Background: an optimization exercise with open tools, aiming at small area, a short achievable clock period and few clock cycles per item. Do not read the settings as production practice.
Where RTL was checked, it was by simulation tests only, not by an equivalence proof against the original.
Only the layout flow was run in runs 1, 3 and 4; the RTL was not checked for function there.

`constraint.sdc`:
```
create_clock -name core_clock -period 10.0 [get_ports {clk}]
set_input_delay 2.0000 -clock core_clock [delete_from_list [all_inputs] [get_ports {clk}]]
set_output_delay 2.0000 -clock core_clock [all_outputs]
set_load 0.01 [all_outputs]
```
`config.mk`:
```
export PLATFORM = sky130hd
export DESIGN_NAME = lcg_step
export DESIGN_NICKNAME = lcg_step
export VERILOG_FILES = /design/flow/design.v
export SDC_FILE = /design/flow/constraint.sdc
export NUM_CORES = 4
export LEC_CHECK = 0
export CAP_MARGIN = 20
export CORE_MARGIN = 2
export CORE_UTILIZATION = 40
export SLEW_MARGIN = 20
```
`standard.sh`:
```
#!/bin/bash
# synth_recipe.tcl (not shown) runs the flow's synth.tcl, then flattens the netlist and writes it again
# the make line also repeats each setting of config.mk as NAME=value (left out here)
make -C /OpenROAD-flow-scripts/flow DESIGN_CONFIG=/design/flow/config.mk WORK_HOME=/design/flow/orfs CLKGATE_MAP_FILE= SYNTH_SCRIPT=/design/flow/synth_recipe.tcl "${@:-finish}"
```
`design.v`:
```
module lcg_step (
    input  wire        clk,
    input  wire        rst,       
    input  wire        start,     
    input  wire [63:0] a,
    input  wire [63:0] c,
    input  wire [63:0] m,         
    input  wire [63:0] s,
    output wire        ready,
    output reg         done,
    output wire [63:0] result
);
    localparam [2:0] IDLE = 3'd0,
                     MUL  = 3'd1,
                     DIV  = 3'd2,
                     FIN1 = 3'd3,
                     FIN2 = 3'd4,
                     SHR  = 3'd5;
    localparam [67:0] NEG4K = 68'haaaaaaaaaaaaaaaa8;    
    reg  [2:0]   state;
    reg  [6:0]   cnt;
    reg          first;
    reg  [6:0]   j;           
    reg  [63:0]  ra;          
    reg  [64:0]  rm;          
    reg  [67:0]  ws, wc;      
    reg  [67:0]  pl;          
    reg          cf;          
    reg  [5:0]   bc;          
    reg  [4:0]   qd;          
    reg          rdy;
    assign ready  = rdy;
    assign result = ws[63:0];
    function [2:0] booth_dec;    
        input [2:0] b;
        booth_dec = {b[2], (b[2] & ~b[1] & ~b[0]) | (~b[2] & b[1] & b[0]), b[1] ^ b[0]};
    endfunction
    function [66:0] booth_pp;    
        input [2:0]  d;
        input [63:0] x;
        reg [65:0] sel;
        begin
            sel = d[0] ? {2'b00, x} : d[1] ? {1'b0, x, 1'b0} : 66'd0;
            booth_pp = {~d[2], sel ^ {66{d[2]}}};
        end
    endfunction
    wire [66:0] pp0 = booth_pp(bc[2:0], ra);
    wire [66:0] pp1 = booth_pp(bc[5:3], ra);
    wire [68:0] m1s = ws[67:0] ^ wc[67:0] ^ {2'b00, pp0};
    wire [68:0] m1c = {(ws & wc) | (ws & {1'b0, pp0}) | (wc & {1'b0, pp0}), bc[2]};
    wire [2:0]  lo1 = m1s[1:0] + m1c[1:0] + cf;
    wire [66:0] x2  = m1s[68:2];
    wire [66:0] y2  = m1c[68:2];
    wire [66:0] z2  = pp1;
    wire [66:0] m2s = x2 ^ y2 ^ z2;
    wire [67:0] m2c = {(x2 & y2) | (x2 & z2) | (y2 & z2), bc[5]};
    wire [2:0]  lo2 = m2s[1:0] + m2c[1:0] + lo1[2];
    wire        hi = rm[64];
    wire [67:0] mp = {3'b000, rm};
    wire [67:0] m2 = {2'b00, rm, 1'b0};
    wire [2:0]  dh = hi ? rm[63:61] : rm[62:60];    
    function [6:0] add7;
        input [6:0] a, b;
        reg [6:0] p, g, cy;
        reg       tt;
        integer k, l, i;
        begin
            p = a ^ b;
            g = a & b;
            for (k = 0; k < 7; k = k + 1) begin
                cy[k] = 1'b0;
                for (l = 0; l < k; l = l + 1) begin
                    tt = g[l];
                    for (i = l + 1; i < k; i = i + 1)
                        tt = tt & p[i];
                    cy[k] = cy[k] | tt;
                end
            end
            add7 = p ^ cy;
        end
    endfunction
    function [4:0] qsel;
        input [6:0] n;
        input [2:0] d;
        reg signed [6:0] t2, t1, t0, tm;
        reg g2, g1, g0, gm;
        begin
            case (d)
                3'd0: begin t2 = 7'sd12; t1 = 7'sd4; t0 = -7'sd4; tm = -7'sd13; end
                3'd1: begin t2 = 7'sd14; t1 = 7'sd4; t0 = -7'sd5; tm = -7'sd15; end
                3'd2: begin t2 = 7'sd15; t1 = 7'sd4; t0 = -7'sd5; tm = -7'sd16; end
                3'd3: begin t2 = 7'sd16; t1 = 7'sd5; t0 = -7'sd6; tm = -7'sd17; end
                3'd4: begin t2 = 7'sd18; t1 = 7'sd6; t0 = -7'sd7; tm = -7'sd19; end
                3'd5: begin t2 = 7'sd20; t1 = 7'sd6; t0 = -7'sd7; tm = -7'sd20; end
                3'd6: begin t2 = 7'sd21; t1 = 7'sd7; t0 = -7'sd8; tm = -7'sd22; end
                default: begin t2 = 7'sd23; t1 = 7'sd7; t0 = -7'sd8; tm = -7'sd24; end
            endcase
            g2 = $signed(n) >= t2;
            g1 = $signed(n) >= t1;
            g0 = $signed(n) >= t0;
            gm = $signed(n) >= tm;
            qsel = {g2, g1 & ~g2, gm & ~g0, ~gm, g0 & ~g1};
        end
    endfunction
    function [67:0] csa_s;
        input [67:0] x, y, z;
        csa_s = x ^ y ^ z;
    endfunction
    function [67:0] csa_c;
        input [67:0] x, y, z;
        input        ci;
        csa_c = {(x[66:0] & y[66:0]) | (x[66:0] & z[66:0]) | (y[66:0] & z[66:0]), ci};
    endfunction
    wire [67:0] dys = {ws[65:0], pl[67:66]};
    wire [67:0] dyc = {wc[65:0], 2'b00};
    wire [67:0] dz  = first ? (NEG4K | {65'd0, cf, 2'b00}) :
                      ({68{qd[4]}} & ~m2) | ({68{qd[3]}} & ~mp) |
                      ({68{qd[2]}} &  mp) | ({68{qd[1]}} &  m2);
    wire [67:0] d2s = csa_s(dys, dyc, dz);
    wire [67:0] d2c = csa_c(dys, dyc, dz, ~first & (qd[4] | qd[3]));
    wire [6:0]  nes = hi ? d2s[65:59] : d2s[64:58];
    wire [6:0]  nec = hi ? d2c[65:59] : d2c[64:58];
    wire [4:0]  qn  = qsel(add7(nes, nec), dh);
    wire [67:0] fsum = ws + wc;
    always @(posedge clk) begin
        if (rst) begin
            state <= IDLE;
            done  <= 1'b0;
            rdy   <= 1'b1;
        end else begin
            done <= 1'b0;
            rdy  <= 1'b0;
            case (state)
                IDLE: if (start) state <= MUL; else rdy <= 1'b1;
                MUL:  if (cnt == 7'd16) state <= DIV;
                DIV:  if (!first && cnt == 7'd0) state <= FIN1;
                FIN1: state <= FIN2;
                FIN2: if (j == 7'd0) begin state <= IDLE; done <= 1'b1; rdy <= 1'b1; end
                      else state <= SHR;
                SHR:  if (j == 7'd2 || j == 7'd8) begin state <= IDLE; done <= 1'b1; rdy <= 1'b1; end
                default: state <= IDLE;
            endcase
        end
    end
    always @(posedge clk) begin
        case (state)
            IDLE: begin
                ws <= {4'd0, c};
                wc <= {2'b11, 66'd0};       
                pl <= {4'd0, s};
            end
            MUL: begin
                ws <= {1'b0, m2s[66:2]};
                wc <= m2c[67:2];
                pl <= {lo2[1:0], lo1[1:0], pl[67:4]};
            end
            FIN1: begin
                ws <= fsum;
                wc <= fsum[67] ? mp : 68'd0;
                pl <= {pl[65:0], 2'b00};
            end
            FIN2: begin
                ws <= fsum;
                wc <= d2c;
                pl <= {pl[65:0], 2'b00};
            end
            SHR: begin
                ws <= (j >= 7'd8) ? {8'd0, ws[67:8]} : {2'd0, ws[67:2]};
                wc <= d2c;
                pl <= {pl[65:0], 2'b00};
            end
            default: begin
                ws <= d2s;
                wc <= d2c;
                pl <= {pl[65:0], 2'b00};
            end
        endcase
        qd <= qn;
        cf <= lo2[2];
        bc <= {booth_dec(pl[7:5]), booth_dec(pl[5:3])};
        case (state)
            IDLE: begin
                ra    <= a;
                rm    <= {1'b0, m};
                cf    <= 1'b0;
                bc    <= {booth_dec(s[3:1]), booth_dec({s[1:0], 1'b0})};
                cnt   <= 7'd0;
                j     <= 7'd0;
            end
            MUL: begin
                if (rm[64:57] == 8'd0 && j <= 7'd56) begin
                    rm <= {rm[56:0], 8'd0};
                    j  <= j + 7'd8;
                end else if (rm[64:63] == 2'd0 && j <= 7'd62) begin
                    rm <= {rm[62:0], 2'd0};
                    j  <= j + 7'd2;
                end
                if (cnt == 7'd16) begin
                    cnt   <= 7'd0;
                    first <= 1'b1;
                end else
                    cnt <= cnt + 7'd1;
            end
            DIV: begin
                first <= 1'b0;
                if (first)
                    cnt <= 7'd32 + {1'b0, j[6:1]};
                else
                    cnt <= cnt - 7'd1;
            end
            SHR: begin
                if (j >= 7'd8) j <= j - 7'd8;
                else           j <= j - 7'd2;
            end
            default: ;
        endcase
    end
endmodule
```
`flow/run.sh`:
```
#!/bin/bash
# Standard ORFS layout (the standard.sh: standard synthesis, floorplan,
# place, CTS, route, finish), with repair_timing asked to leave a larger
# setup margin so the achieved period shrinks. Clock, SDC and all other
# settings are the design's.
set -euo pipefail
bash standard.sh SETUP_SLACK_MARGIN=7 finish > standard.log 2>&1
```
==> flow_summary.toml, run 1 <==
[synthesis]
syn_inst = 3583
synth_area_leader_cell = "dfxtp_1"
synth_edf_count = 143
synth_area_leaders = "dfxtp_1, edfxtp_1, fa_1"
ys.flop_type = "dfxtp_1"
syn_area_um2 = 30800
synth_area_per_cell_um2 = 8.61
synth-seq-cells = 363
synth_fp_nets = 4148
ys_async_sr_fraction_pct = 0
yosysWarnings = 1
synth_top_area_share_pct = 14.3
synthDistinctLibCells = 69
synth-seq-area-share_pct = 28.2

[cts]
cts_sinks = 363
clkLatencyLatePin_ps = 630
cts.path.max_buffers = 3
cts_tree = "yes"
cts_max_level = 2
cts_root_buffer = "clkbuf_16"
postCtsHoldBufs = 0
numCtsBuffers = 47
clk_pin_slew_worst_paths_ps = 60

[drt]
ant_nets = 0
initialDrtViolationCount = 3415
dr_total_vias = 30400
drc = 0
wirelength_um = 140000
wl_per_cell_um = 28.2
viasPerCell = 6.11
first_pass_iters = 5

[worst_setup_path]
crit_arrival_ps = 4230
cpPeakStageDelay_ps = 420
end_kind = "flop"
cp_max_fo = 8
worst-path-stages = 15
crit_slowest_cell = "o41a_1"
r2r_start = "ws[1]"
crit_start = "ws[1]"
cp.required_ps = 10490
ff2ff_setup_slack_ps = 6250
crit_type = "flop to flop"
crit_path_cell_trace = "ha_4 > a21o_1 > nand4_1 > a211oi_4 > o21ai_2 > a21oi_2 > o21ai_4 > o21ai_4 > a21oi_4 > o41a_1 > mux2i_4 > buf_12 > buf_12 > clkbuf_16 > a211o_1"
cp-endpoint = "wc[21]"
r2r_end = "wc[21]"
crit_path_start_kind = "flop"
ff2ff_path_depth = 15
worst-path-buf-inv = 3
cp_top_family = "compound AO/OA/AOI/OAI gates"

[timing]
grt_setup_unrepaired = "yes"
hold_violations = 0
worstMarginPinSlew_ps = 1080
max-slew-margin-rel_pct = 28.0
slew_viol_final = 0
fmax_ghz = 0.267
fin_crit_sh_pct = 37.5
skew_ps = 34.5
fin_crit_ps = 3750
fin_setup_tns_ps = 0
finalSetupViolations = 0

[run]
drv_cap = 0

[placement]
gp_congestion = 0.967
placed_cell_area_um2 = 34300
portBuffers = 324
dp.final_hpwl_um = 92200

[floorplan]
rows = 101
die_h_um = 282
die_area_um2 = 79300
initial_core_util_pct = 40.5
dieWidth_um = 282
core_um2 = 76100
io_pins = 325

[outcome]
status = "finished clean"

[global_routing]
antenna_found_initial = 3
grt_pass1_vias = 29800
grt_start_max_net_pins = 129
grt_pass1_wl_um = 198000
grt_use_total_pct = 34.1
overflow = 0

[layout]
num-nets-final = 4473
syn_to_final_growth_pct = 34.3
drive_gt1_share_pct = 23.5
fin_area_um2 = 41400
layout_common_cells = "nand2_1, a21oi_1, nor2_1"
layout_commonest_cell = "nand2_1"

[hold_path]
whs_path_depth = 2
hold_class = "flop to flop"
==> metal layers <==
metal,vias to the layer above,share of wire (%),track usage (%)
met2,1813,44,53.5
met4,4,8.6,23.2
li1,13300,-,-
met5,-,0.016,0
met3,515,10,6.43
met1,14800,37,42.5
==> flip-flops by register name, summed over array words and instances (netlist names) <==
name   cells
first      1
cf         1
pl        68
rm        65
done       1
j          6
cnt        7
bc         6
ws        68
wc        68
ra        64
qd         4
rdy        1
state      3
==> kinds of logic after synthesis <==
logic type / after synthesis / synth area share, %
adder cells (fa/ha/maj): 306 / 17.4
AO/OA/AOI/OAI: 1088 / 21.8
XOR/XNOR: 217 / 6.16
multiplexers: 201 / 6.76
flip-flops: 363 / 28.2
AND/OR/NAND/NOR: 883 / 12.4
buffers and inverters: 525 / 7.31
==> what timing repair did <==
item	in CTS	in global routing
gates resized for setup	817	202
pin swaps	239	309
setup buffers	152	71
endpoints found under the setup margin	424	260
cloned	22	11
==> cells in the mapped netlist, types with 43 or more instances <==
master and count:
a211o_1 54, and3_1 43, nor2_1 276, inv_1 182
mux2i_1 142, a21oi_1 324, dfxtp_1 220, a31oi_1 66
o21ai_0 284, nor3_1 85, buf_4 65, ha_1 102
a22oi_1 130, mux2_2 59, edfxtp_1 143, nand2_1 361
fa_1 204, xnor2_1 190, clkbuf_1 240
==> worst reg2reg max path: cells and delay by family, from the launching register on <==
family	cells	cell delay (ps)
AO/OA/AOI/OAI	9	2060
adder cells (fa/ha/maj)	1	250
buffers and inverters	3	480
flip-flops	1	360
multiplexers	1	260
AND/OR/NAND/NOR	1	210
==> stage by stage <==
stage / hold WS [ps] / instances / utilization, % / setup slack, ps
floorplan: 401 / 3583 / - / 6550
global placement: 412 / 4633 / 45.1 / 5700
detailed placement: 416 / 4633 / 45.1 / 5640
CTS: 431 / 4894 / 52.2 / 6390
global route: 464 / 4976 / 54.4 / 6190
finish: 427 / 4977 / 54.4 / 6250
==> final cells by class <==
| type | instances | area, um2 |
|---|---|---|
| fill | 7037 | 34700 |
| timing repair buffer | 610 | 6690 |
| sequential | 363 | 8970 |
| antenna | 1 | 2.50 |
| clock buffer | 57 | 1280 |
| timing repair inverter | 1 | 11.3 |
| multi-input combinational | 2700 | 22000 |
| inverter | 185 | 738 |
| tap | 1030 | 1290 |
| clock inverter | 30 | 444 |
==> worst min-delay path by stage <==
stage               startpoint    end  slack (ps)
detailed placement       pl[0]  pl[2]         420
global placement         pl[0]  pl[2]         410
finish                   pl[2]  pl[4]         430
CTS                      pl[2]  pl[4]         430
floorplan                pl[0]  pl[2]         400
global route             pl[1]  pl[3]         460
==> run 2, diff against run 1 <==
--- a/design.v
+++ b/design.v
@@ -82,23 +82,24 @@
     function [4:0] qsel;
         input [6:0] n;
         input [2:0] d;
-        reg signed [6:0] t2, t1, t0, tm;
+        reg [6:0] u, t2, t1, t0, tm;    
         reg g2, g1, g0, gm;
         begin
-            case (d)
-                3'd0: begin t2 = 7'sd12; t1 = 7'sd4; t0 = -7'sd4; tm = -7'sd13; end
-                3'd1: begin t2 = 7'sd14; t1 = 7'sd4; t0 = -7'sd5; tm = -7'sd15; end
-                3'd2: begin t2 = 7'sd15; t1 = 7'sd4; t0 = -7'sd5; tm = -7'sd16; end
-                3'd3: begin t2 = 7'sd16; t1 = 7'sd5; t0 = -7'sd6; tm = -7'sd17; end
-                3'd4: begin t2 = 7'sd18; t1 = 7'sd6; t0 = -7'sd7; tm = -7'sd19; end
-                3'd5: begin t2 = 7'sd20; t1 = 7'sd6; t0 = -7'sd7; tm = -7'sd20; end
-                3'd6: begin t2 = 7'sd21; t1 = 7'sd7; t0 = -7'sd8; tm = -7'sd22; end
-                default: begin t2 = 7'sd23; t1 = 7'sd7; t0 = -7'sd8; tm = -7'sd24; end
+            u = {~n[6], n[5:0]};
+            case (d)    
+                3'd0: begin t2 = 7'd76; t1 = 7'd68; t0 = 7'd60; tm = 7'd51; end
+                3'd1: begin t2 = 7'd78; t1 = 7'd68; t0 = 7'd59; tm = 7'd49; end
+                3'd2: begin t2 = 7'd79; t1 = 7'd68; t0 = 7'd59; tm = 7'd48; end
+                3'd3: begin t2 = 7'd80; t1 = 7'd69; t0 = 7'd58; tm = 7'd47; end
+                3'd4: begin t2 = 7'd82; t1 = 7'd70; t0 = 7'd57; tm = 7'd45; end
+                3'd5: begin t2 = 7'd84; t1 = 7'd70; t0 = 7'd57; tm = 7'd44; end
+                3'd6: begin t2 = 7'd85; t1 = 7'd71; t0 = 7'd56; tm = 7'd42; end
+                default: begin t2 = 7'd87; t1 = 7'd71; t0 = 7'd56; tm = 7'd40; end
             endcase
-            g2 = $signed(n) >= t2;
-            g1 = $signed(n) >= t1;
-            g0 = $signed(n) >= t0;
-            gm = $signed(n) >= tm;
+            g2 = u >= t2;
+            g1 = u >= t1;
+            g0 = u >= t0;
+            gm = u >= tm;
             qsel = {g2, g1 & ~g2, gm & ~g0, ~gm, g0 & ~g1};
         end
     endfunction
--- a/flow/run.sh
+++ b/flow/run.sh
@@ -4,4 +4,4 @@
 # setup margin so the achieved period shrinks. Clock, SDC and all other
 # settings are the design's.
 set -euo pipefail
-bash standard.sh SETUP_SLACK_MARGIN=7 finish > standard.log 2>&1
+bash standard.sh SETUP_SLACK_MARGIN=6 finish > standard.log 2>&1
==> flow_summary.toml, run 2 <==
[placement]
dp.final_hpwl_um = 99600
portBuffers = 324
gp_congestion = 0.982
dpl.cell_count = 4897

[synthesis]
yosysMostFrequentCell = "nand2_1"
ys.flop_type = "dfxtp_1"
yosysWarnings = 1
synthDistinctLibCells = 75
ys_async_sr_fraction_pct = 0
synth-seq-cells = 363
synth_top_area_share_pct = 13.4
syn_inst = 3834
synth_area_leader_cell = "dfxtp_1"
synth_area_per_cell_um2 = 8.57
synth-seq-area-share_pct = 26.5
synth_area_leaders = "dfxtp_1, edfxtp_1, fa_1"
synth_edf_count = 143
netlist_top_cells_count = "nand2_1, a21oi_1, o21ai_0"
syn_area_um2 = 32900
synth_fp_nets = 4399

[drt]
dr_total_vias = 31000
viasPerCell = 6.18
first_pass_iters = 6
wl_per_cell_um = 27.6
highest_layer = "met4"
met3_length_um = 11100
drc = 0
ant_nets = 0
initialDrtViolationCount = 3691
dr_wl_met2_um = 63600
wl_met1_um = 53000
wirelength_um = 138000

[cts]
cts_max_level = 2
numCtsBuffers = 48
cts_sinks = 363
clkLatencyLatePin_ps = 610
cts_tree = "yes"
clk_pin_slew_worst_paths_ps = 60
postCtsHoldBufs = 0
cts_root_buffer = "clkbuf_16"
cts.path.max_buffers = 3

[outcome]
status = "finished clean"

[timing]
hold_ws_ps = 430
fmax_ghz = 0.255
grt_setup_unrepaired = "yes"
slew_viol_final = 0
fin_setup_tns_ps = 0
worstMarginPinSlew_ps = 1060
skew_ps = 17.8
hold_violations = 0
max-slew-margin-rel_pct = 29.5
fin_crit_sh_pct = 39.2
finalSetupViolations = 0
fin_crit_ps = 3920

[global_routing]
grt_pass1_vias = 30100
grt_start_max_net_pins = 125
overflow = 0
grt_pass1_wl_um = 200000
antenna_found_initial = 2
grt_use_total_pct = 31.3

[floorplan]
dieWidth_um = 291
initial_core_util_pct = 40.2
die_area_um2 = 84500
io_pins = 325
core_um2 = 81700
rows = 105
die_h_um = 291

[layout]
syn_to_final_growth_pct = 17.5
layout_common_cells = "nand2_1, clkdlybuf4s50_1, a21oi_1"
diodes = 0
utilization_pct = 47.3
stdcell_count = 5010
num-nets-final = 4468
reg_top3 = "pl: 68 flops, wc: 68 flops, ws: 68 flops"
drive_gt1_share_pct = 7.01
layout_commonest_cell = "nand2_1"

[hold_path]
hold_start = "pl[2]"
hold_class = "flop to flop"
hold-path-endpoint = "pl[4]"
whs_path_depth = 2

[worst_setup_path]
r2r_start = "ws[1]"
ff2ff_path_depth = 12
crit_type = "flop to flop"
ff2ff_setup_slack_ps = 6080
end_kind = "flop"
r2r_end = "ws[49]"
crit_arrival_ps = 4430
crit_path_start_kind = "flop"
cp.required_ps = 10510
cp_max_fo = 4

[run]
drv_cap = 0
-- run 2: worst max path at each step --
| stage | end | slack [ps] | startpoint | depth (start not counted) |
|---|---|---|---|---|
| 2_1_floorplan | bc[0] | 6040 | state[0] | 8 |
| 3_3_place_gp | wc[24] | 5030 | ws[1] | 12 |
| 3_5_place_dp | wc[41] | 4990 | ws[1] | 12 |
| 4_1_cts | ws[54] | 6000 | bc[2] | 13 |
| 5_1_grt | ws[54] | 5970 | bc[0] | 15 |
| 6_report | ws[49] | 6080 | ws[1] | 12 |
-- run 2: area by class of cell --
cell class                      instances  area (um2)
Fill cell                            8045       43100
Timing Repair Buffer                  402        4110
Sequential cell                       363        8720
Tap cell                             1070        1340
Inverter                              190         731
Clock buffer                           62        1310
Clock inverter                         25         364
Multi-Input combinational cell       2898       22100
-- run 2: worst max-delay path, cell delays in order (launching register included) --
cell and delay [ps]:
dfxtp_1 400, ha_1 270, a211oi_1 410, o31ai_4 170, buf_4 180, a311o_1 270
o21ai_2 320, o41a_1 460, o2111ai_1 280, a31oi_1 390, o21ai_2 170, mux2_2 300
a211oi_1 210
-- run 2: stage by stage --
| stage | setup slack [ps] | cell area [um2] |
|---|---|---|
| 4_1_cts | 6000 | 38200 |
| 5_1_grt | 5970 | 38600 |
| 6_report | 6080 | 38600 |
| 2_1_floorplan | 6040 | 32900 |
| 3_3_place_gp | 5030 | 36300 |
| 3_5_place_dp | 4990 | 36300 |
-- run 2: logic make-up (layout without fill, tap and decap cells) --
| kind of cell | Yosys count | count (layout) | synth area share, % |
|---|---|---|---|
| compound gates | 1093 | 1093 | 21.0 |
| xor+xnor | 203 | 203 | 5.41 |
| fa+ha+maj | 306 | 306 | 16.3 |
| buf+inv | 573 | 679 | 7.33 |
| flops | 363 | 363 | 26.5 |
| mux | 272 | 272 | 8.55 |
| simple gates | 1024 | 1024 | 15.0 |
-- run 2: repair_timing --
item,CTS,global route
setup buffers,8,7
gates cloned,0,11
setup endpoints to repair,90,82
gates resized for setup,31,33
pin swaps,6,8
-- run 2: routing by layer --
layer	GRT usage (%)	vias up
li1	-	13800
met4	20.4	0
met1	39.1	15100
met3	4.77	362
met5	0	-
met2	50.4	1648
Testbench counts of run 2, summed over its fixed seeds: cycles 33,025, steps 512.
==> run 3, diff against run 2 <==
--- a/design.v
+++ b/design.v
@@ -23,11 +23,13 @@
     reg  [6:0]   j;           
     reg  [63:0]  ra;          
     reg  [64:0]  rm;          
+    reg  [64:56] rtn;         
     reg  [67:0]  ws, wc;      
     reg  [67:0]  pl;          
     reg          cf;          
     reg  [5:0]   bc;          
     reg  [4:0]   qd;          
+    reg          fg;          
     reg          rdy;
     assign ready  = rdy;
     assign result = ws[63:0];
@@ -58,7 +60,9 @@
     wire        hi = rm[64];
     wire [67:0] mp = {3'b000, rm};
     wire [67:0] m2 = {2'b00, rm, 1'b0};
-    wire [2:0]  dh = hi ? rm[63:61] : rm[62:60];    
+    wire [64:56] rt = ~rtn;
+    wire        ht = rt[64];
+    wire [2:0]  dh = ht ? rt[63:61] : rt[62:60];    
     function [6:0] add7;
         input [6:0] a, b;
         reg [6:0] p, g, cy;
@@ -119,10 +123,17 @@
                       ({68{qd[2]}} &  mp) | ({68{qd[1]}} &  m2);
     wire [67:0] d2s = csa_s(dys, dyc, dz);
     wire [67:0] d2c = csa_c(dys, dyc, dz, ~first & (qd[4] | qd[3]));
-    wire [6:0]  nes = hi ? d2s[65:59] : d2s[64:58];
-    wire [6:0]  nec = hi ? d2c[65:59] : d2c[64:58];
+    wire [67:0] mpt = {3'b000, rt, 56'd0};
+    wire [67:0] m2t = {2'b00, rt, 57'd0};
+    wire [67:0] dzt = first ? (NEG4K | {65'd0, cf, 2'b00}) :
+                      ({68{qd[4]}} & ~m2t) | ({68{qd[3]}} & ~mpt) |
+                      ({68{qd[2]}} &  mpt) | ({68{qd[1]}} &  m2t);
+    wire [67:0] t2s = csa_s(dys, dyc, dzt);
+    wire [67:0] t2c = csa_c(dys, dyc, dzt, 1'b0);
+    wire [6:0]  nes = ht ? t2s[65:59] : t2s[64:58];
+    wire [6:0]  nec = ht ? t2c[65:59] : t2c[64:58];
     wire [4:0]  qn  = qsel(add7(nes, nec), dh);
-    wire [67:0] fsum = ws + wc;
+    wire [67:0] fsum = ws + (wc & {68{fg}});
     always @(posedge clk) begin
         if (rst) begin
             state <= IDLE;
@@ -157,7 +168,7 @@
             end
             FIN1: begin
                 ws <= fsum;
-                wc <= fsum[67] ? mp : 68'd0;
+                wc <= mp;
                 pl <= {pl[65:0], 2'b00};
             end
             FIN2: begin
@@ -177,12 +188,14 @@
             end
         endcase
         qd <= qn;
+        fg <= (state == FIN1) ? fsum[67] : 1'b1;
         cf <= lo2[2];
         bc <= {booth_dec(pl[7:5]), booth_dec(pl[5:3])};
         case (state)
             IDLE: begin
                 ra    <= a;
                 rm    <= {1'b0, m};
+                rtn   <= ~{1'b0, m[63:56]};
                 cf    <= 1'b0;
                 bc    <= {booth_dec(s[3:1]), booth_dec({s[1:0], 1'b0})};
                 cnt   <= 7'd0;
@@ -191,9 +204,11 @@
             MUL: begin
                 if (rm[64:57] == 8'd0 && j <= 7'd56) begin
                     rm <= {rm[56:0], 8'd0};
+                    rtn <= ~rm[56:48];
                     j  <= j + 7'd8;
                 end else if (rm[64:63] == 2'd0 && j <= 7'd62) begin
                     rm <= {rm[62:0], 2'd0};
+                    rtn <= ~rm[62:54];
                     j  <= j + 7'd2;
                 end
                 if (cnt == 7'd16) begin
==> flow_summary.toml, run 3 <==
[timing]
skew_ps = 18.7
slew_viol_final = 0
fin_setup_tns_ps = 0
grt_setup_unrepaired = "yes"
max-slew-margin-rel_pct = 22.6
fin_crit_ps = 3940
worstMarginPinSlew_ps = 1160
finalSetupViolations = 0
hold_violations = 0
fin_crit_sh_pct = 39.4
fmax_ghz = 0.254

[worst_setup_path]
crit_path_cell_trace = "clkdlybuf4s50_1"
crit_slowest_cell = "dfxtp_1"
crit_path_start_kind = "flop"
cp_max_fo = 6
cp_top_family = "flip-flops"
end_kind = "output port"
crit_arrival_ps = 1940
worst-path-buf-inv = 1
cp.required_ps = 8000
crit_type = "flop to output port"
cpPeakStageDelay_ps = 680

[global_routing]
grt_use_total_pct = 29.7
grt_pass1_wl_um = 184000
antenna_found_initial = 5
grt_start_max_net_pins = 132
overflow = 0
grt_pass1_vias = 28000

[cts]
clkLatencyLatePin_ps = 620
clk_pin_slew_worst_paths_ps = 60
numCtsBuffers = 47
cts_tree = "yes"
cts_root_buffer = "clkbuf_16"
cts_sinks = 373
cts.path.max_buffers = 3
cts_max_level = 2

[synthesis]
synth_fp_nets = 4194
synth_edf_count = 152
synth_area_leaders = "edfxtp_1, dfxtp_1, fa_1"
synth_top_area_share_pct = 14.3
ys_async_sr_fraction_pct = 0
ys.flop_type = "dfxtp_1"
synth-seq-area-share_pct = 28.1
synthDistinctLibCells = 79
yosysMostFrequentCell = "a21oi_1"
syn_area_um2 = 32000
yosysWarnings = 1
synth_area_per_cell_um2 = 8.83
netlist_top_cells_count = "a21oi_1, o21ai_0, nand2_1"
synth-seq-cells = 373
synth_area_leader_cell = "edfxtp_1"
syn_inst = 3619

[floorplan]
initial_core_util_pct = 40.5
die_h_um = 287
io_pins = 325
core_um2 = 79000
die_area_um2 = 82200
rows = 103
dieWidth_um = 287

[layout]
layout_common_cells = "a21oi_1, o21ai_0, clkdlybuf4s50_1"
drive_gt1_share_pct = 6.75
syn_to_final_growth_pct = 16.2
diodes = 0
layout_commonest_cell = "a21oi_1"
reg_top3 = "pl: 68 flops, wc: 68 flops, ws: 68 flops"
fillers = 7613
num-nets-final = 4271

[drt]
viasPerCell = 6.02
dr_total_vias = 28800
first_pass_iters = 5
ant_nets = 0
initialDrtViolationCount = 3670
wl_per_cell_um = 26.0
wirelength_um = 124000
drc = 0

[run]
drv_cap = 0

[placement]
gp_congestion = 0.931
dp.final_hpwl_um = 91300
portBuffers = 324

[hold_path]
hold_class = "flop to flop"

[outcome]
status = "finished clean"
## run 3: cell type report
class | instances | area [um2] | share of cell area, %
repair inverters | 1 | 5.00 | 0.0135
flip-flops and latches | 373 | 9010 | 24.3
inverters | 195 | 744 | 2.00
multi-input cells | 2710 | 20900 | 56.3
clock buffers | 67 | 1320 | 3.56
well taps | 1050 | 1310 | 3.54
clock inverters | 19 | 169 | 0.455
repair buffers | 368 | 3680 | 9.91
## run 3: cell families after synthesis
family                   synth area share (%)
buffers and inverters                    7.06
XOR/XNOR                                 5.89
multiplexers                             9.02
AO/OA/AOI/OAI                            22.1
adder cells (fa/ha/maj)                  17.3
AND/OR/NAND/NOR                          10.5
flip-flops                               28.1
## run 3: final timing paths
kind / end / from / cells after the start / slack, ps
worst min-delay path: pl[4] / pl[2] / 2 / 430
worst min register to register: pl[4] / pl[2] / 2 / 430
worst max-delay path: result[62] / ws[62] / 1 / 6060
worst max register to register: ws[65] / fg / 12 / 6140
## run 3: routing by layer
metal | global-route usage [%] | part of all wire (%)
met1 | 43.2 | 43
met2 | 42.5 | 41
met3 | 8.65 | 13
met4 | 8.06 | 2.9
met5 | 0 | 0.046
## run 3: repair_timing
action | CTS | global route
pin swaps | 0 | 6
gates cloned | 1 | 2
buffers inserted | 2 | 3
setup endpoints to repair | 23 | 20
gates resized for setup | 16 | 29
endpoints found under the hold margin | 0 | 0
hold buffers | 0 | 0
## run 3: metrics by stage
stage / area (um2) / setup WS, ps / std cells / utilization [%] / hold slack, ps
after floorplan: 32000 / 6170 / 3619 / - / 401
after global placement: 35400 / 5410 / 4689 / 44.8 / 416
after detailed placement: 35400 / 5350 / 4689 / 44.8 / 422
after CTS: 37000 / 5930 / 4778 / 46.8 / 434
after global routing: 37200 / 5930 / 4783 / 47.0 / 469
final: 37200 / 6060 / 4783 / 47.0 / 432
==> run 4, diff against run 3 <==
--- a/design.v
+++ b/design.v
@@ -29,10 +29,11 @@
     reg          cf;          
     reg  [5:0]   bc;          
     reg  [4:0]   qd;          
+    reg  [4:0]   qdn;         
     reg          fg;          
     reg          rdy;
     assign ready  = rdy;
-    assign result = ws[63:0];
+    assign result = pl[63:0];
     function [2:0] booth_dec;    
         input [2:0] b;
         booth_dec = {b[2], (b[2] & ~b[1] & ~b[0]) | (~b[2] & b[1] & b[0]), b[1] ^ b[0]};
@@ -126,8 +127,8 @@
     wire [67:0] mpt = {3'b000, rt, 56'd0};
     wire [67:0] m2t = {2'b00, rt, 57'd0};
     wire [67:0] dzt = first ? (NEG4K | {65'd0, cf, 2'b00}) :
-                      ({68{qd[4]}} & ~m2t) | ({68{qd[3]}} & ~mpt) |
-                      ({68{qd[2]}} &  mpt) | ({68{qd[1]}} &  m2t);
+                      ({68{~qdn[4]}} & ~m2t) | ({68{~qdn[3]}} & ~mpt) |
+                      ({68{~qdn[2]}} &  mpt) | ({68{~qdn[1]}} &  m2t);
     wire [67:0] t2s = csa_s(dys, dyc, dzt);
     wire [67:0] t2c = csa_c(dys, dyc, dzt, 1'b0);
     wire [6:0]  nes = ht ? t2s[65:59] : t2s[64:58];
@@ -172,14 +173,14 @@
                 pl <= {pl[65:0], 2'b00};
             end
             FIN2: begin
-                ws <= fsum;
+                ws <= d2s;
                 wc <= d2c;
-                pl <= {pl[65:0], 2'b00};
+                pl <= fsum;
             end
             SHR: begin
-                ws <= (j >= 7'd8) ? {8'd0, ws[67:8]} : {2'd0, ws[67:2]};
+                ws <= d2s;
                 wc <= d2c;
-                pl <= {pl[65:0], 2'b00};
+                pl <= (j >= 7'd8) ? {8'd0, pl[67:8]} : {2'd0, pl[67:2]};
             end
             default: begin
                 ws <= d2s;
@@ -188,6 +189,7 @@
             end
         endcase
         qd <= qn;
+        qdn <= ~qn;
         fg <= (state == FIN1) ? fsum[67] : 1'b1;
         cf <= lo2[2];
         bc <= {booth_dec(pl[7:5]), booth_dec(pl[5:3])};
==> flow_summary.toml, run 4 <==
[synthesis]
synth_xor_area_share_pct = 5.92
synth_edf_count = 152
yosysMostFrequentCell = "o21ai_0"
ys_async_sr_fraction_pct = 0
netlist_top_cells_count = "o21ai_0, nand2_1, nor2_1"
synth_area_per_cell_um2 = 8.98
synth-seq-cells = 377
syn_area_um2 = 32400
yosysWarnings = 1
synth_area_leader_cell = "edfxtp_1"
yosys.area_share.simple_pct = 10.5
synth-seq-area-share_pct = 28.0
syn_inst = 3611
synth_top_family_by_area = "compound AO/OA/AOI/OAI gates"
synth_compound_area_share_pct = 22.3
synth_fa_ha_area_share_pct = 17.1
synth_top_area_share_pct = 14.1
ys.flop_type = "dfxtp_1"
synthDistinctLibCells = 80
synth_mux_area_share_pct = 8.94
synth_fp_nets = 4186
synth_area_leaders = "edfxtp_1, dfxtp_1, fa_1"

[drt]
wirelength_um = 126000
highest_layer = "met5"
ant_nets = 0
initialDrtViolationCount = 3590
drc = 0
viasPerCell = 6.00
wl_per_cell_um = 26.3
dr_total_vias = 28600
first_pass_iters = 6
dr_wl_met2_um = 49500
met3_length_um = 13900
wl_met1_um = 59400

[layout]
reg_top3 = "pl: 68 flops, wc: 68 flops, ws: 68 flops"
syn_to_final_growth_pct = 16.1
drive_gt1_share_pct = 6.99
layout_common_cells = "clkdlybuf4s50_1, o21ai_0, nand2_1"
num-nets-final = 4261
diodes = 0
layout_commonest_cell = "clkdlybuf4s50_1"
utilization_pct = 46.8

[worst_setup_path]
worst-path-buf-inv = 4
cp_top_family = "buffers and inverters"
crit_arrival_ps = 4140
crit_top_cell = "buf_4"
crit_path_start_kind = "flop"
crit_slowest_cell = "buf_4"
cp.required_ps = 10220
crit_type = "flop to flop"
cpPeakStageDelay_ps = 740
end_kind = "flop"
crit_path_cell_trace = "inv_1 > buf_4 > nand3_1 > buf_4 > o21ai_4 > buf_4"
cp_max_fo = 65

[cts]
numCtsBuffers = 47
cts.path.max_buffers = 3
cts_sinks = 377
clk_pin_slew_worst_paths_ps = 60
clkLatencyLatePin_ps = 610
cts_root_buffer = "clkbuf_16"
cts_tree = "yes"
cts_max_level = 2

[global_routing]
antenna_found_initial = 1
grt_pass1_wl_um = 186000
grt_pass1_vias = 27400
grt_use_total_pct = 29.7
overflow = 0
grt_start_max_net_pins = 95

[floorplan]
rows = 104
initial_core_util_pct = 40.3
io_pins = 325
dieWidth_um = 289
die_area_um2 = 83300
die_h_um = 289
core_um2 = 80400

[hold_path]
hold_class = "flop to flop"

[timing]
max-slew-margin-rel_pct = 21.1
fin_crit_ps = 3920
hold_violations = 0
hold_ws_ps = 468
slew_viol_final = 0
worstMarginPinSlew_ps = 1180
skew_ps = 28.6
grt_setup_unrepaired = "no"
fin_setup_tns_ps = 0
fmax_ghz = 0.255
fin_crit_sh_pct = 39.2
finalSetupViolations = 0

[outcome]
status = "finished clean"

[run]
drv_cap = 0

[placement]
gp_congestion = 0.953
portBuffers = 324
dp.final_hpwl_um = 94700
run 4: logic make-up (layout without fill, tap and decap cells):
family,Yosys count,after routing
adder cells (fa/ha/maj),316,316
flip-flops,377,377
multiplexers,280,280
AO/OA/AOI/OAI,1097,1097
buffers and inverters,559,665
AND/OR/NAND/NOR,763,763
XOR/XNOR,219,219
run 4: through the flow:
stage	cell area [um2]	cells	setup WS, ps
after global placement	35800	4684	5780
after floorplan	32400	3611	6060
after detailed placement	35800	4684	5860
final	37600	4777	6080
after CTS	37400	4764	6010
after global routing	37600	4777	5950
run 4: timing repair:
action,CTS,global route
resized for setup,3,23
hold buffers,0,0
hold endpoints to repair,0,0
pin swaps,0,3
setup buffers,0,13
setup endpoints to repair,13,45
run 4: final timing paths:
check	startpoint	to	slack, ps	cells past startpoint
hold / removal	pl[0]	pl[2]	470	2
setup reg to reg	state[2]	rm[14]	6080	6
hold reg to reg	pl[0]	pl[2]	470	2
setup / recovery	state[2]	rm[14]	6080	6
run 4: cell type report:
type / instances / area (um2)
clock inverter: 22 / 327
inverter: 209 / 790
tap: 1060 / 1330
clock buffer: 58 / 1260
multi-input combinational: 2675 / 21200
timing repair buffer: 376 / 3660
sequential: 377 / 9090
fill: 7854 / 42800
run 4: layer usage:
layer	up-vias	global-route usage, %
met4	2	6.59
met3	142	7.27
met2	1517	40.2
met5	-	0
met1	14000	46.7
li1	13000	-
run 4: tightest hold or removal path: cells and delay by family, from the launching register on:
kind	cells	cell delay, ps
compound gates	1	50
buf+inv	1	50
flops	1	320
==> run 5, diff against run 4 <==
--- a/design.v
+++ b/design.v
@@ -28,6 +28,9 @@
     reg  [67:0]  pl;          
     reg          cf;          
     reg  [5:0]   bc;          
+    reg  [5:0]   bcn;         
+    reg          c_idle, c_mul, c_fin1, c_fin2, c_shr, c_dv;    
+    reg  [2:0]   nstate;
     reg  [4:0]   qd;          
     reg  [4:0]   qdn;         
     reg          fg;          
@@ -47,8 +50,12 @@
             booth_pp = {~d[2], sel ^ {66{d[2]}}};
         end
     endfunction
-    wire [66:0] pp0 = booth_pp(bc[2:0], ra);
-    wire [66:0] pp1 = booth_pp(bc[5:3], ra);
+    wire [66:0] pp0l = booth_pp(bc[2:0], ra);
+    wire [66:0] pp0h = booth_pp(~bcn[2:0], ra);
+    wire [66:0] pp1l = booth_pp(bc[5:3], ra);
+    wire [66:0] pp1h = booth_pp(~bcn[5:3], ra);
+    wire [66:0] pp0 = {pp0h[66:34], pp0l[33:0]};
+    wire [66:0] pp1 = {pp1h[66:34], pp1l[33:0]};
     wire [68:0] m1s = ws[67:0] ^ wc[67:0] ^ {2'b00, pp0};
     wire [68:0] m1c = {(ws & wc) | (ws & {1'b0, pp0}) | (wc & {1'b0, pp0}), bc[2]};
     wire [2:0]  lo1 = m1s[1:0] + m1c[1:0] + cf;
@@ -134,65 +141,47 @@
     wire [6:0]  nes = ht ? t2s[65:59] : t2s[64:58];
     wire [6:0]  nec = ht ? t2c[65:59] : t2c[64:58];
     wire [4:0]  qn  = qsel(add7(nes, nec), dh);
-    wire [67:0] fsum = ws + (wc & {68{fg}});
-    always @(posedge clk) begin
-        if (rst) begin
-            state <= IDLE;
-            done  <= 1'b0;
-            rdy   <= 1'b1;
-        end else begin
-            done <= 1'b0;
-            rdy  <= 1'b0;
-            case (state)
-                IDLE: if (start) state <= MUL; else rdy <= 1'b1;
-                MUL:  if (cnt == 7'd16) state <= DIV;
-                DIV:  if (!first && cnt == 7'd0) state <= FIN1;
-                FIN1: state <= FIN2;
-                FIN2: if (j == 7'd0) begin state <= IDLE; done <= 1'b1; rdy <= 1'b1; end
-                      else state <= SHR;
-                SHR:  if (j == 7'd2 || j == 7'd8) begin state <= IDLE; done <= 1'b1; rdy <= 1'b1; end
-                default: state <= IDLE;
-            endcase
-        end
+    wire [67:0] fsum = ws + wc;
+    always @(*) begin
+        nstate = state;
+        case (state)
+            IDLE: if (start) nstate = MUL;
+            MUL:  if (cnt == 7'd16) nstate = DIV;
+            DIV:  if (!first && cnt == 7'd0) nstate = FIN1;
+            FIN1: nstate = FIN2;
+            FIN2: nstate = (j == 7'd0) ? IDLE : SHR;
+            SHR:  if (j == 7'd2 || j == 7'd8) nstate = IDLE;
+            default: nstate = IDLE;
+        endcase
+        if (rst) nstate = IDLE;
     end
     always @(posedge clk) begin
-        case (state)
-            IDLE: begin
-                ws <= {4'd0, c};
-                wc <= {2'b11, 66'd0};       
-                pl <= {4'd0, s};
-            end
-            MUL: begin
-                ws <= {1'b0, m2s[66:2]};
-                wc <= m2c[67:2];
-                pl <= {lo2[1:0], lo1[1:0], pl[67:4]};
-            end
-            FIN1: begin
-                ws <= fsum;
-                wc <= mp;
-                pl <= {pl[65:0], 2'b00};
-            end
-            FIN2: begin
-                ws <= d2s;
-                wc <= d2c;
-                pl <= fsum;
-            end
-            SHR: begin
-                ws <= d2s;
-                wc <= d2c;
-                pl <= (j >= 7'd8) ? {8'd0, pl[67:8]} : {2'd0, pl[67:2]};
-            end
-            default: begin
-                ws <= d2s;
-                wc <= d2c;
-                pl <= {pl[65:0], 2'b00};
-            end
-        endcase
+        state  <= nstate;
+        c_idle <= nstate == IDLE;
+        c_mul  <= nstate == MUL;
+        c_fin1 <= nstate == FIN1;
+        c_fin2 <= nstate == FIN2;
+        c_shr  <= nstate == SHR;
+        c_dv   <= nstate == DIV;
+        rdy    <= nstate == IDLE;
+        done   <= !rst && (state == FIN2 || state == SHR) && nstate == IDLE;
+    end
+    always @(posedge clk) begin
+        ws <= ({68{c_idle}} & {4'd0, c}) | ({68{c_mul}} & {1'b0, m2s[66:2]}) |
+              ({68{c_fin1}} & fsum) | ({68{c_dv | c_fin2 | c_shr}} & d2s);
+        wc <= ({68{c_idle}} & {2'b11, 66'd0}) | ({68{c_mul}} & m2c[67:2]) |    
+              ({68{c_fin1}} & mp) | ({68{c_dv | c_fin2 | c_shr}} & d2c);
+        pl <= ({68{c_idle}} & {4'd0, s}) | ({68{c_mul}} & {lo2[1:0], lo1[1:0], pl[67:4]}) |
+              ({68{c_dv | c_fin1}} & {pl[65:0], 2'b00}) |
+              ({68{c_fin2 & fg}} & fsum) | ({68{c_fin2 & ~fg}} & ws) |
+              ({68{c_shr & j[6:3] != 4'd0}} & {8'd0, pl[67:8]}) |
+              ({68{c_shr & j[6:3] == 4'd0}} & {2'd0, pl[67:2]});
         qd <= qn;
         qdn <= ~qn;
-        fg <= (state == FIN1) ? fsum[67] : 1'b1;
+        fg <= fsum[67];
         cf <= lo2[2];
         bc <= {booth_dec(pl[7:5]), booth_dec(pl[5:3])};
+        bcn <= ~{booth_dec(pl[7:5]), booth_dec(pl[5:3])};
         case (state)
             IDLE: begin
                 ra    <= a;
@@ -200,6 +189,7 @@
                 rtn   <= ~{1'b0, m[63:56]};
                 cf    <= 1'b0;
                 bc    <= {booth_dec(s[3:1]), booth_dec({s[1:0], 1'b0})};
+                bcn   <= ~{booth_dec(s[3:1]), booth_dec({s[1:0], 1'b0})};
                 cnt   <= 7'd0;
                 j     <= 7'd0;
             end
--- a/flow/run.sh
+++ b/flow/run.sh
@@ -4,4 +4,4 @@
 # setup margin so the achieved period shrinks. Clock, SDC and all other
 # settings are the design's.
 set -euo pipefail
-bash standard.sh SETUP_SLACK_MARGIN=6 finish > standard.log 2>&1
+bash standard.sh SETUP_SLACK_MARGIN=7.2 finish > standard.log 2>&1
==> flow_summary.toml, run 5 <==
[layout]
layout_common_cells = "nand2_1, clkdlybuf4s50_1, fa_1"
syn_to_final_growth_pct = 28.8
multi_input_area_um2 = 22300
utilization_pct = 51.9
fillers = 7067
drive_gt1_share_pct = 23.1
regArea_um2 = 9620
num-nets-final = 4260
layout_commonest_cell = "nand2_1"
diodes = 0
reg_top3 = "pl: 68 flops, wc: 68 flops, ws: 68 flops"
stdcell_count = 4779

[placement]
dpl.cell_count = 4510
gp_congestion = 0.943
dp.final_hpwl_um = 88300
portBuffers = 324
pre_cts_ws_ps = 6090

[timing]
hold_ws_ps = 587
grt_setup_unrepaired = "yes"
slew_viol_final = 0
finalSetupViolations = 0
fin_crit_ps = 3590
fin_crit_sh_pct = 35.9
layout_setup_ws_ps = 6410
fin_setup_tns_ps = 0
worstMarginPinSlew_ps = 1170
skew_ps = 26.5
hold_violations = 0
max-slew-margin-rel_pct = 22.1
fmax_ghz = 0.279

[global_routing]
overflow = 0
grt_start_max_net_pins = 75
grt_pass1_wl_um = 189000
grt_use_total_pct = 30.6
antenna_found_initial = 2
grt_pass1_vias = 28500

[worst_setup_path]
cp_max_fo = 3
crit_path_cell_trace = "mux2i_1 > nor3_2 > fa_1 > mux2i_1 > ha_1 > ha_2 > o21a_1 > o21a_4 > o21a_4 > nor2_4 > ha_4 > a211oi_4 > o311a_1 > inv_1"
end_kind = "flop"
crit_arrival_ps = 4080
crit_slowest_cell = "fa_1"
cpPeakStageDelay_ps = 460
crit_type = "flop to flop"
cp.required_ps = 10500
crit_path_start_kind = "flop"

[cts]
clk_pin_slew_worst_paths_ps = 60
cts_sinks = 388
postCtsHoldBufs = 0
clkLatencyLatePin_ps = 630
numCtsBuffers = 49
cts_tree = "yes"
cts_root_buffer = "clkbuf_16"
cts_max_level = 2
cts.path.max_buffers = 3

[drt]
ant_nets = 0
wl_per_cell_um = 26.9
dr_total_vias = 29300
drc = 0
initialDrtViolationCount = 3855
viasPerCell = 6.13
first_pass_iters = 8
wirelength_um = 129000

[synthesis]
syn_area_um2 = 31700
ys.flop_type = "dfxtp_1"
synth_edf_count = 152
synth_area_per_cell_um2 = 9.25
yosysMostFrequentCell = "nand2_1"
yosysWarnings = 1
synth_fp_nets = 3999
ys_async_sr_fraction_pct = 0
synth-seq-cells = 388
netlist_top_cells_count = "nand2_1, dfxtp_1, clkbuf_1"
synth_top_area_share_pct = 14.9
synthDistinctLibCells = 92
syn_inst = 3427
synth_area_leaders = "dfxtp_1, edfxtp_1, fa_1"
synth_area_leader_cell = "dfxtp_1"
synth-seq-area-share_pct = 29.3

[run]
drv_cap = 0

[floorplan]
initial_core_util_pct = 40.3
io_pins = 325
dieWidth_um = 286
rows = 103
die_area_um2 = 81500
core_um2 = 78700
die_h_um = 286

[hold_path]
hold_class = "flop to flop"

[outcome]
status = "finished clean"
[run 5: layer usage]
metal / vias up / track usage [%] / routed length [um]
met5: - / 0 / 27
met1: 14500 / 41.9 / 52700
met4: 4 / 9.50 / 4470
li1: 12900 / - / -
met3: 273 / 6.67 / 13100
met2: 1693 / 48.2 / 58400
[run 5: path summary, 6_finish.rpt]
kind / startpoint / to / slack, ps / cells past startpoint
worst min-delay path: ws[46] / pl[46] / 590 / 2
worst min register to register: ws[46] / pl[46] / 590 / 2
worst max-delay path: rtn[59] / qdn[3] / 6410 / 14
worst max register to register: rtn[59] / qdn[3] / 6410 / 14
[run 5: layout make-up]
type / count / share of cell area [%]
Multi-Input combinational cell: 2519 / 54.6
Tap cell: 1050 / 3.22
Timing Repair Buffer: 530 / 12.7
Clock inverter: 31 / 0.784
Inverter: 200 / 1.86
Sequential cell: 388 / 23.6
Clock buffer: 61 / 3.29
[run 5: metrics by stage]
step	instance area [um2]
after floorplan	31800
after global placement	35200
after detailed placement	35200
after CTS	39300
after global routing	40800
final	40800
[run 5: timing repair]
item                                    CTS  global route
buffers inserted                        121            50
resized for setup                       708           208
endpoints found under the setup margin  312           189
pin swaps                               105           112
cloned                                    5             0
[run 5: cell families after synthesis]
logic type                 Yosys count  synth area share (%)
and+or+nand+nor                    858                  12.4
adders and majority gates          313                  17.3
muxes                              204                  6.69
AOI/OAI and AO/OA                  925                  21.3
xor gates and xnor gates           216                  5.97
DFF                                388                  29.3
buffers and inverters              523                  7.05
[run 5: critical path: cells and delay by family, from the launching register on]
family	cells	cell delay (ps)
fa+ha+maj	4	1140
flops	1	430
compound gates	5	1130
mux	2	360
buf+inv	1	50
simple gates	2	340
Testbench counts of run 5, summed over its fixed seeds: cycles 33,025, steps 512.
==> run 6, diff against run 5 <==
--- a/flow/run.sh
+++ b/flow/run.sh
@@ -4,4 +4,4 @@
 # setup margin so the achieved period shrinks. Clock, SDC and all other
 # settings are the design's.
 set -euo pipefail
-bash standard.sh SETUP_SLACK_MARGIN=7.2 finish > standard.log 2>&1
+bash standard.sh SETUP_SLACK_MARGIN=6.6 finish > standard.log 2>&1
==> flow_summary.toml, run 6 <==
[outcome]
status = "finished clean"

[worst_setup_path]
cp.required_ps = 10490
r2r_start = "first"
crit_slowest_cell = "fa_1"
cpPeakStageDelay_ps = 510
crit_arrival_ps = 4150
crit_path_start_kind = "flop"
end_kind = "flop"
crit_path_cell_trace = "buf_6 > inv_4 > buf_12 > o21ai_2 > fa_1 > mux2i_1 > ha_1 > ha_2 > o21a_1 > buf_6 > nor3_4 > nor2_4 > ha_4 > o21ai_1 > nand2b_1 > a211oi_4 > o311a_1 > inv_1"
ff2ff_path_depth = 18
cp_max_fo = 3
ff2ff_setup_slack_ps = 6340
r2r_end = "qdn[3]"
crit_top_cell = "buf_6"
crit_type = "flop to flop"

[placement]
dpl.cell_count = 4514
dp.final_hpwl_um = 90000
placed_cell_area_um2 = 35200
gp_congestion = 0.959
pre_cts_ws_ps = 5600
portBuffers = 324

[layout]
num-nets-final = 4121
layout_commonest_cell = "nand2_1"
fillers = 7562
syn_to_final_growth_pct = 18.3
drive_gt1_share_pct = 11.3
stdcell_count = 4638
layout_common_cells = "nand2_1, clkdlybuf4s50_1, fa_1"
utilization_pct = 47.6
reg_top3 = "pl: 68 flops, wc: 68 flops, ws: 68 flops"
fin_area_um2 = 37500

[synthesis]
synth_fp_nets = 3999
ys_async_sr_fraction_pct = 0
yosysWarnings = 1
syn_area_um2 = 31700
syn_inst = 3427
synth_area_per_cell_um2 = 9.25
synth_area_leaders = "dfxtp_1, edfxtp_1, fa_1"
yosysMostFrequentCell = "nand2_1"
synthDistinctLibCells = 92
synth_area_leader_cell = "dfxtp_1"
synth-seq-cells = 388
synth_top_area_share_pct = 14.9
ys.flop_type = "dfxtp_1"
synth-seq-area-share_pct = 29.3
netlist_top_cells_count = "nand2_1, dfxtp_1, clkbuf_1"
synth_edf_count = 152

[hold_path]
whs_path_depth = 1
hold-path-endpoint = "pl[27]"
hold_start = "pl[35]"
hold_class = "flop to flop"

[cts]
cts.path.max_buffers = 3
cts_tree = "yes"
clk_pin_slew_worst_paths_ps = 60
cts_root_buffer = "clkbuf_16"
cts_sinks = 388
clkLatencyLatePin_ps = 620
numCtsBuffers = 49
cts_max_level = 2

[timing]
skew_ps = 31.0
fin_crit_ps = 3660
worstMarginPinSlew_ps = 1010
hold_ws_ps = 556
fin_setup_tns_ps = 0
hold_violations = 0
finalSetupViolations = 0
slew_viol_final = 0
fmax_ghz = 0.273
max-slew-margin-rel_pct = 32.7
grt_setup_unrepaired = "yes"
layout_setup_ws_ps = 6340
fin_crit_sh_pct = 36.6

[drt]
wl_per_cell_um = 26.5
first_pass_iters = 9
initialDrtViolationCount = 3264
drc = 0
wirelength_um = 123000
viasPerCell = 6.08
dr_total_vias = 28200
ant_nets = 0

[floorplan]
io_pins = 325
rows = 103
die_area_um2 = 81500
die_h_um = 286
dieWidth_um = 286
initial_core_util_pct = 40.3
core_um2 = 78700

[global_routing]
antenna_found_initial = 4
grt_use_total_pct = 29.4
grt_pass1_vias = 27700
grt_pass1_wl_um = 182000
grt_start_max_net_pins = 76
overflow = 0

[run]
drv_cap = 0
==> run 6: cell type report <==
type / count / area [um2] / area share, %
multi-input combinational: 2516 / 20500 / 54.6
sequential: 388 / 9470 / 25.2
timing repair buffer: 394 / 3830 / 10.2
clock buffer: 65 / 1460 / 3.90
tap: 1050 / 1310 / 3.50
inverter: 200 / 757 / 2.02
clock inverter: 24 / 208 / 0.554
antenna: 1 / 2.50 / 0.00667
==> run 6: logic make-up (layout without fill, tap and decap cells) <==
kind of cell,count (synthesis),in the layout,synth area share [%]
flip-flops,388,388,29.3
other,0,1,0
buffers and inverters,523,683,7.05
AO/OA/AOI/OAI,925,925,21.3
adder cells (fa/ha/maj),313,313,17.3
AND/OR/NAND/NOR,858,858,12.4
XOR/XNOR,216,216,5.97
multiplexers,204,204,6.69
==> run 6: per-layer routing <==
layer	wire, um	up-vias	track usage (%)
met5	41	-	0
li1	-	12600	-
met2	55200	1514	45.9
met3	12200	248	6.02
met4	4660	6	10.7
met1	51000	13900	40.4
==> run 6: worst max-delay path: cells and delay by family (launching register included) <==
| kind | cells | cell delay (ps) |
|---|---|---|
| buffers and inverters | 5 | 480 |
| adder cells (fa/ha/maj) | 4 | 1160 |
| AND/OR/NAND/NOR | 3 | 390 |
| multiplexers | 1 | 220 |
| AO/OA/AOI/OAI | 5 | 820 |
| flip-flops | 1 | 470 |
==> run 6: how the worst max path moves through the flow <==
stage / from / end / slack, ps / cells after the start
5_1_grt: first / qdn[3] / 6170 / 18
4_1_cts: first / qdn[3] / 6320 / 14
3_3_place_gp: first / qdn[3] / 5630 / 16
2_1_floorplan: first / qdn[3] / 6570 / 17
3_5_place_dp: first / qdn[3] / 5600 / 16
6_report: first / qdn[3] / 6340 / 18
==> run 6: what timing repair did <==
action                                  4_1_cts  5_1_grt
pin swaps                                    14       29
endpoints found under the hold margin         0        0
hold buffers                                  0        0
setup buffers                                15       15
endpoints found under the setup margin       76       20
cloned                                        3        0
resized for setup                           193       51
==> run 7, diff against run 6 <==
==> flow/run.sh (replaced) <==
#!/bin/bash
# Standard ORFS layout (the standard.sh: standard synthesis, floorplan,
# place, CTS, route, finish) with two changes to how it is made:
#  - repair_timing is asked to leave a larger setup margin, so the achieved
#    period shrinks (clock, SDC and constraints stay the design's);
#  - every input and output port still gets its own buffer, but a buf_2
#    rather than the default delay buffer.
# make's output is kept in standard.log; each ORFS step keeps its own log
# under orfs/logs.
set -euo pipefail
bash standard.sh SETUP_SLACK_MARGIN=6.6 \
    "BUFFER_PORTS_ARGS=-buffer_cell sky130_fd_sc_hd__buf_2" finish > standard.log 2>&1
--- a/config.mk
+++ b/config.mk
@@ -7,5 +7,5 @@
 export LEC_CHECK = 0
 export CAP_MARGIN = 20
 export CORE_MARGIN = 2
-export CORE_UTILIZATION = 40
+export CORE_UTILIZATION = 55
 export SLEW_MARGIN = 20
==> flow_summary.toml, run 7 <==
[timing]
worstMarginPinSlew_ps = 1080
fin_setup_tns_ps = 0
skew_ps = 17.0
finalSetupViolations = 0
fmax_ghz = 0.265
max-slew-margin-rel_pct = 27.7
slew_viol_final = 0
fin_crit_ps = 3780
grt_setup_unrepaired = "yes"
hold_violations = 0
fin_crit_sh_pct = 37.8

[worst_setup_path]
r2r_start = "first"
r2r_end = "qdn[3]"
crit_start = "first"
ff2ff_path_depth = 16
ff2ff_setup_slack_ps = 6220
cp.required_ps = 10500
crit_arrival_ps = 4280
cp_max_fo = 4
cp-endpoint = "qdn[3]"
end_kind = "flop"
crit_path_start_kind = "flop"
crit_type = "flop to flop"

[synthesis]
synth_area_leaders = "dfxtp_1, edfxtp_1, fa_1"
yosysMostFrequentCell = "nand2_1"
yosysWarnings = 1
ys.flop_type = "dfxtp_1"
syn_inst = 3427
synthDistinctLibCells = 92
netlist_top_cells_count = "nand2_1, dfxtp_1, clkbuf_1"
synth-seq-cells = 388
synth_fp_nets = 3999
synth_area_per_cell_um2 = 9.25
synth_area_leader_cell = "dfxtp_1"
ys_async_sr_fraction_pct = 0
synth-seq-area-share_pct = 29.3
syn_area_um2 = 31700
synth_edf_count = 152
synth_top_area_share_pct = 14.9

[cts]
cts_sinks = 388
clk_pin_slew_worst_paths_ps = 60
clkLatencyLatePin_ps = 610
numCtsBuffers = 48
postCtsHoldBufs = 0
cts_tree = "yes"
cts.path.max_buffers = 3
cts_root_buffer = "clkbuf_16"
cts_max_level = 2

[drt]
wirelength_um = 119000
initialDrtViolationCount = 3562
wl_per_cell_um = 27.2
dr_total_vias = 28900
viasPerCell = 6.63
drc = 0
ant_nets = 0
first_pass_iters = 9

[layout]
syn_to_final_growth_pct = 11.9
layout_common_cells = "nand2_1, buf_2, dfxtp_1"
diodes = 0
num-nets-final = 4121
layout_commonest_cell = "nand2_1"
drive_gt1_share_pct = 18.3
stdcell_count = 4354
reg_top3 = "pl: 68 flops, wc: 68 flops, ws: 68 flops"

[floorplan]
rows = 88
dieWidth_um = 244
io_pins = 325
die_area_um2 = 59600
core_um2 = 57400
initial_core_util_pct = 55.3
die_h_um = 244

[placement]
dpl.cell_count = 4231
dp.final_hpwl_um = 86400
gp_congestion = 0.973
portBuffers = 324

[global_routing]
grt_use_total_pct = 38.9
grt_start_max_net_pins = 79
grt_pass1_wl_um = 177000
grt_pass1_vias = 28600
antenna_found_initial = 3
overflow = 0

[run]
drv_cap = 0

[outcome]
status = "finished clean"

[hold_path]
hold_class = "flop to flop"
run 7: cell counts after synthesis:
No cell type changed its count.
run 7: cell families (layout without fill, tap and decap cells):
logic type / after synthesis / in the layout / share of synthesized area [%]
flip-flops: 388 / 388 / 29.3
AND/OR/NAND/NOR: 858 / 858 / 12.4
buffers and inverters: 523 / 685 / 7.05
XOR/XNOR: 216 / 216 / 5.97
adder cells (fa/ha/maj): 313 / 313 / 17.3
multiplexers: 204 / 204 / 6.69
AO/OA/AOI/OAI: 925 / 925 / 21.3
run 7: critical path, cell delays in order, from the launching register on:
cell       delay [ps]
edfxtp_1          480
bufinv_16         240
buf_16            110
o21ai_2            60
fa_1              490
mux2i_2           210
ha_1              280
ha_2              170
o21a_1            210
o21a_2            260
o21a_4            240
buf_6             120
o21a_4            200
nor2_4            160
xor2_2            190
o311a_1           210
inv_1              40
run 7: worst min path at each step:
stage	from	end	depth (start not counted)
6_report	pl[0]	pl[2]	2
5_1_grt	pl[65]	pl[63]	1
4_1_cts	pl[0]	pl[2]	2
3_5_place_dp	pl[0]	pl[2]	2
3_3_place_gp	pl[0]	pl[2]	2
2_1_floorplan	pl[64]	pl[62]	2
run 7: area by class of cell:
cell class | count | area (um2)
Inverter | 200 | 783
Clock inverter | 28 | 328
Timing Repair Buffer | 394 | 2300
Multi-Input combinational cell | 2516 | 20500
Timing Repair inverter | 1 | 8.76
Fill cell | 4948 | 21900
Clock buffer | 62 | 1320
Tap cell | 765 | 957
Sequential cell | 388 | 9320
run 7: layer usage:
layer	global-route usage, %	share of wire [%]	vias up
met5	0	0.038	-
met4	14.6	4.1	6
met3	8.88	11	320
met2	61.4	45	1759
met1	52.1	40	14200
li1	-	-	12600
run 7: repair_timing:
action	in CTS	in global routing
endpoints found under the setup margin	15	22
setup buffers	20	9
pin swaps	12	24
cloned	4	0
gates resized for setup	37	37
run 7: per-stage QoR:
| stage | hold WS [ps] | setup WS (ps) | util, % | area [um2] |
|---|---|---|---|---|
| after floorplan | 478 | 6570 | - | 31800 |
| after global placement | 521 | 5750 | 57.9 | 33200 |
| after detailed placement | 527 | 5650 | 57.9 | 33200 |
| after CTS | 554 | 6380 | 61.4 | 35200 |
| after global routing | 590 | 6050 | 61.8 | 35500 |
| final | 567 | 6220 | 61.8 | 35500 |

[afterwards: timing with drivers on the ports]
Ports are ideal in the flow. The routed layouts listed here were re-timed in OpenROAD. Step 1, drivers: a clkbuf_16 drives clk and a buf_2 each remaining input, both assumed. Step 2, shift: input delay + t, output delay - t, t = (earliest + latest rising clock arrival at the registers) / 2. This alone moves slack from input paths to output paths. Three values: no drivers, after step 1, after step 2; two values: the first two.
run	t, ns	slack for setup (ns)	latest minus earliest clock arrival (ns)	worst register clock-pin slew, ns	worst data-port slew with drivers (ns)
run 1	0.680	6.251 / 6.251 / 6.110	0.036 / 0.036	0.07 / 0.07	0.08
run 2	0.668	6.080 / 6.046 / 6.080	0.018 / 0.018	0.07 / 0.07	0.06
run 3	0.675	6.058 / 5.988 / 6.138	0.020 / 0.019	0.07 / 0.07	0.10
run 4	0.674	6.079 / 6.079 / 6.079	0.029 / 0.029	0.06 / 0.06	0.07
run 5	0.678	6.413 / 6.413 / 6.413	0.027 / 0.027	0.07 / 0.07	0.08
run 6	0.671	6.340 / 6.340 / 6.340	0.031 / 0.031	0.07 / 0.07	0.14
run 7	0.667	6.223 / 6.223 / 6.223	0.017 / 0.017	0.07 / 0.07	0.12
After both steps setup and hold are still met in every run listed. The setup slack of run 1, which loses most, moves by 0.000 ns with the drivers and by -0.141 ns with both steps.
